Context: an optimization exercise on an open-source flow, tuned for small area, a short achievable clock period and few clock cycles per item. The choices shown serve that exercise and are no tape-out recipe. Only simulation tests tie the RTL to the original design; equivalence was not proved.

Setup of umber:
==> flow/design.v <==
module osort (
    input  wire        clk,
    input  wire        rst,         
    input  wire        in_valid,
    output wire        in_ready,
    input  wire [63:0] in_data,
    input  wire        in_last,     
    input  wire        in_s32,      
    output wire        out_valid,
    input  wire        out_ready,
    output wire [63:0] out_data,
    output wire        out_last
);
    localparam NS = 17;             
    function gt64;
        input [63:0] x, y;
        reg [63:0] g, e;
        integer s, k;
        begin
            g = x & ~y;
            e = x | ~y;
            for (s = 1; s < 64; s = s * 2)
                for (k = 0; k < 64; k = k + 2 * s) begin
                    g[k] = g[k + s] | (e[k + s] & g[k]);
                    e[k] = g[k + s] | (e[k + s] & e[k]);
                end
            gt64 = g[0];
        end
    endfunction
    function [7:0] tsort8;                            
        input [7:0] x;
        integer p, k, j, n;
        reg a, b;
        begin
            tsort8 = x;
            for (p = 1; p < 8; p = p * 2)
                for (k = p; k >= 1; k = k / 2)
                    for (j = k % p; j + k < 8; j = j + 2 * k)
                        for (n = 0; n < k; n = n + 1)
                            if ((n + j) / (2 * p) == (n + j + k) / (2 * p) && n + j + k < 8) begin
                                a = tsort8[n + j]; b = tsort8[n + j + k];
                                tsort8[n + j] = a | b; tsort8[n + j + k] = a & b;
                            end
        end
    endfunction
    function [15:0] tmerge16;                         
        input [7:0] x, y;
        integer k, j, n;
        reg a, b;
        begin
            tmerge16 = {y, x};
            for (k = 8; k >= 1; k = k / 2)
                for (j = k % 8; j + k < 16; j = j + 2 * k)
                    for (n = 0; n < k; n = n + 1)
                        if ((n + j) / 16 == (n + j + k) / 16 && n + j + k < 16) begin
                            a = tmerge16[n + j]; b = tmerge16[n + j + k];
                            tmerge16[n + j] = a | b; tmerge16[n + j + k] = a & b;
                        end
        end
    endfunction
    function [3:0] tbin;                              
        input [15:0] t;
        integer k;
        begin
            tbin = 4'd0;
            for (k = 1; k <= 15; k = k + 1)
                if (t[k - 1] & ~t[k]) tbin = tbin | k;
        end
    endfunction
    reg        in_ready_r;
    reg        first;               
    reg        s32_r;               
    reg [63:0] s1_d;                
    reg        s1_v, s1_last, s1_s32;
    wire        in_fire = in_valid & in_ready_r;
    wire        cur_s32 = first ? in_s32 : s32_r;
    wire [63:0] in_norm = cur_s32 ? {32'd0, in_data[31:0]} : in_data;
    reg [63:0]   sd  [0:NS-1];
    reg [2:0]    stag[0:NS-1];      
    reg [3:0]    srel[0:NS-1];      
    reg [NS-1:0] sv;                
    reg [NS-1:0] scur;              
    reg [2:0]    itag;              
    reg [3:0]    ipos;              
    reg [3:0]    alen[0:7];         
    wire [NS-1:0] freev = ~sv;
    wire [NS-1:0] pick = freev & (~freev + 1'b1);    
    wire          af  = |freev;                      
    wire          af2 = |(freev & ~pick);            
    wire          wr = s1_v & af;
    wire [NS-1:0] mask = sv & scur;                  
    wire [63:0] kin = {s1_d[63:32], s1_d[31] ^ s1_s32, s1_d[30:0]};
    wire [NS-1:0] gt;
    genvar g;
    generate
        for (g = 0; g < NS; g = g + 1) begin : cmp
            wire [63:0] ks = {sd[g][63:32], sd[g][31] ^ s1_s32, sd[g][30:0]};
            assign gt[g] = gt64(ks, kin);
        end
    endgenerate
    reg [NS-1:0] gt_r;              
    reg [NS-1:0] le_r;              
    reg [NS-1:0] s2_oh;             
    wire le0 = ~|le_r;                                
    reg  le1;                                         
    integer i;
    always @(*) begin : one_of
        reg seen;
        seen = 1'b0; le1 = 1'b0;
        for (i = 0; i < NS; i = i + 1) begin
            le1  = (le1 & ~le_r[i]) | (~seen & le_r[i]);
            seen = seen | le_r[i];
        end
    end
    reg [NS-1:0] s3_oh;
    reg [15:0]   s3_t;              
    reg          s3_c2, s3_le0, s3_le1;
    wire [15:0]  t3c  = s3_c2 ? {s3_t[14:0], 1'b1} : s3_t;
    wire [3:0]   pcs  = tbin(t3c);
    wire [3:0]   pcs1 = tbin({t3c[14:0], 1'b1});
    reg          ov;
    reg [63:0]   od;
    reg          ol;
    reg [2:0]    ptag;              
    reg [3:0]    prel, pm1rel;      
    reg [2:0]    narr;              
    wire prel0 = (prel == 4'd0);
    wire prel1 = (prel == 4'd1);
    wire is_last = (prel == alen[ptag]);             
    wire [NS-1:0] sel;
    generate
        for (g = 0; g < NS; g = g + 1) begin : osel
            wire hit_n = gt_r[g] ? (srel[g] == pm1rel) : (srel[g] == prel);
            wire hit_3 = (prel0 & s3_le0 & ~gt_r[g]) |
                         (prel1 & ((s3_le1 & ~gt_r[g]) | (s3_le0 & gt_r[g])));
            wire hit_2 = prel0 & le0;
            wire hit   = s2_oh[g] ? hit_2 : (s3_oh[g] ? hit_3 : hit_n);
            assign sel[g] = sv[g] & ~scur[g] & (stag[g] == ptag) & hit;
        end
    endgenerate
    wire out_avail = |(sv & ~scur);
    wire ld_en     = ~ov | out_ready;
    wire out_load  = out_avail & ld_en;
    wire out_fire  = ov & out_ready;
    reg [63:0] mux_d;
    always @(*) begin
        mux_d = 64'd0;
        for (i = 0; i < NS; i = i + 1)
            mux_d = mux_d | (sd[i] & {64{sel[i]}});
    end
    always @(posedge clk) begin
        if (in_ready_r) begin
            s1_d    <= in_norm;
            s1_last <= in_last;
            s1_s32  <= cur_s32;
        end
        if (in_fire && first) s32_r <= in_s32;
        s3_t   <= tmerge16(tsort8(le_r[7:0]), tsort8(le_r[15:8]));
        s3_c2  <= le_r[16];
        s3_le0 <= le0;
        s3_le1 <= le1;
        if (wr && s1_last) alen[itag] <= ipos;
        for (i = 0; i < NS; i = i + 1) begin
            if (wr && pick[i]) begin
                sd[i]   <= s1_d;
                stag[i] <= itag;
            end
            if (s3_oh[i])
                srel[i] <= gt_r[i] ? pcs1 : pcs;
            else if (gt_r[i])
                srel[i] <= srel[i] + 1'b1;
        end
        if (ld_en) begin
            od <= mux_d;
            ol <= is_last;
        end
    end
    wire s1v_next = in_fire | (s1_v & ~af);
    wire af_next  = wr ? (out_load ? af : af2) : (out_load | af);
    wire [2:0] narr_p1 = narr + 1'b1;
    wire [2:0] narr_m1 = narr - 1'b1;
    wire n_inc    = in_fire & in_last;
    wire n_dec    = out_fire & ol;
    wire nlt4_next = n_inc ? (n_dec ? (narr < 3'd4) : (narr < 3'd3))
                           : (n_dec | (narr < 3'd4));
    always @(posedge clk) begin
        if (rst) begin
            in_ready_r <= 1'b1;
            first      <= 1'b1;
            s1_v       <= 1'b0;
            sv         <= {NS{1'b0}};
            scur       <= {NS{1'b0}};
            gt_r       <= {NS{1'b0}};
            le_r       <= {NS{1'b0}};
            s2_oh      <= {NS{1'b0}};
            s3_oh      <= {NS{1'b0}};
            itag       <= 3'd0;
            ipos       <= 4'd0;
            ov         <= 1'b0;
            ptag       <= 3'd0;
            prel       <= 4'd0;
            pm1rel     <= 4'd15;
            narr       <= 3'd0;
        end else begin
            in_ready_r <= (~s1v_next | af_next) & nlt4_next;
            if (in_fire) first <= in_last;
            s1_v <= s1v_next;
            sv <= (sv & ~(sel & {NS{out_load}})) | (pick & {NS{wr}});
            if (wr) begin
                scur <= s1_last ? {NS{1'b0}} : (scur | pick);
                if (s1_last) itag <= itag + 1'b1;
                ipos <= s1_last ? 4'd0 : ipos + 1'b1;
            end
            gt_r  <= wr ? (gt & mask)  : {NS{1'b0}};
            le_r  <= wr ? (~gt & mask) : {NS{1'b0}};
            s2_oh <= wr ? pick : {NS{1'b0}};
            s3_oh <= s2_oh;
            narr  <= n_inc ? (n_dec ? narr : narr_p1) : (n_dec ? narr_m1 : narr);
            if (ld_en) ov <= out_avail;
            if (out_load) begin
                if (is_last) begin
                    ptag   <= ptag + 1'b1;
                    prel   <= 4'd0;
                    pm1rel <= 4'd15;
                end else begin
                    prel   <= prel + 1'b1;
                    pm1rel <= prel;
                end
            end
        end
    end
    assign in_ready  = in_ready_r;
    assign out_valid = ov;
    assign out_data  = od;
    assign out_last  = ol;
endmodule
Settings: LEC_CHECK=0, CAP_MARGIN=20, CORE_MARGIN=2, CORE_UTILIZATION=38, PLACE_DENSITY=0.58, SETUP_SLACK_MARGIN=3.5, SLEW_MARGIN=20; clock period 7.0 ns.
run.sh (not shown) runs the stock make flow with config.mk's settings and CLKGATE_MAP_FILE= SYNTH_SCRIPT=/design/flow/synth_recipe.tcl, a recipe that flattens the netlist after the stock synthesis.
Testbench counts of umber, summed over its fixed seeds: cycles 11,055, items 10,904.
#### Input delta (maple over umber)
--- a/flow/design.v
+++ b/flow/design.v
@@ -97,10 +97,12 @@
             wire [63:0] ks = {sd[g][63:32], sd[g][31] ^ s1_s32, sd[g][30:0]};
             assign gt[g] = gt64(ks, kin);
         end
     endgenerate
-    reg [NS-1:0] gt_r;              
-    reg [NS-1:0] le_r;              
+    reg [NS-1:0] gtw_r;             
+    reg [NS-1:0] m_r;               
+    wire [NS-1:0] gt_r = m_r & gtw_r;                 
+    wire [NS-1:0] le_r = m_r & ~gtw_r;                
     reg [NS-1:0] s2_oh;             
     wire le0 = ~|le_r;                                
     reg  le1;                                         
     integer i;
@@ -154,8 +156,9 @@
             s1_last <= in_last;
             s1_s32  <= cur_s32;
         end
         if (in_fire && first) s32_r <= in_s32;
+        gtw_r <= gt;
         s3_t   <= tmerge16(tsort8(le_r[7:0]), tsort8(le_r[15:8]));
         s3_c2  <= le_r[16];
         s3_le0 <= le0;
         s3_le1 <= le1;
@@ -189,10 +192,9 @@
             first      <= 1'b1;
             s1_v       <= 1'b0;
             sv         <= {NS{1'b0}};
             scur       <= {NS{1'b0}};
-            gt_r       <= {NS{1'b0}};
-            le_r       <= {NS{1'b0}};
+            m_r        <= {NS{1'b0}};
             s2_oh      <= {NS{1'b0}};
             s3_oh      <= {NS{1'b0}};
             itag       <= 3'd0;
             ipos       <= 4'd0;
@@ -210,10 +212,9 @@
                 scur <= s1_last ? {NS{1'b0}} : (scur | pick);
                 if (s1_last) itag <= itag + 1'b1;
                 ipos <= s1_last ? 4'd0 : ipos + 1'b1;
             end
-            gt_r  <= wr ? (gt & mask)  : {NS{1'b0}};
-            le_r  <= wr ? (~gt & mask) : {NS{1'b0}};
+            m_r   <= wr ? mask : {NS{1'b0}};
             s2_oh <= wr ? pick : {NS{1'b0}};
             s3_oh <= s2_oh;
             narr  <= n_inc ? (n_dec ? narr : narr_p1) : (n_dec ? narr_m1 : narr);
             if (ld_en) ov <= out_avail;
==> comparison <==
- Delta (maple minus umber): post-detailed-placement cell area increased about 0.34%; post-route worst setup slack saw an increase.
- Delta (maple minus umber): post-synth net total went up, die area went up.
- The lower synthesis-to-layout area growth came out of maple.
Testbench counts of maple, summed over its fixed seeds: cycles 11,055, items 10,904.

==> afterwards: timing with drivers on the ports <==
The flow's constraints put no driver on any port. The routed layouts listed below were extracted and timed again, unchanged, in two steps.
Step 1 sets driving cells, clkbuf_16 on the clock port and buf_2 on the other inputs (assumed; they add their load-dependent delay and slew).
Step 2 moves the port delays by t, midway between the first and last clock arrival at a register: inputs arrive t later, outputs are due t later. That takes back most of the time a late clock gives input paths.
Slacks: no drivers / after step 1 / after step 2; pairs: no drivers / after step 1.
| run | t, ns | slack for setup (ns) | hold slack, ns | worst data-port slew with drivers (ns) |
|---|---|---|---|---|
| umber | 0.929 | 3.096 / 3.096 / 3.096 | 0.472 / 0.472 / 0.472 | 0.05 |
| maple | 0.941 | 3.290 / 3.290 / 2.864 | 0.479 / 0.479 / 0.479 | 0.10 |
After both steps every run listed still meets setup and hold. For maple, which loses most, drivers alone change the setup slack by 0.000 ns; drivers and shift together by -0.426 ns.
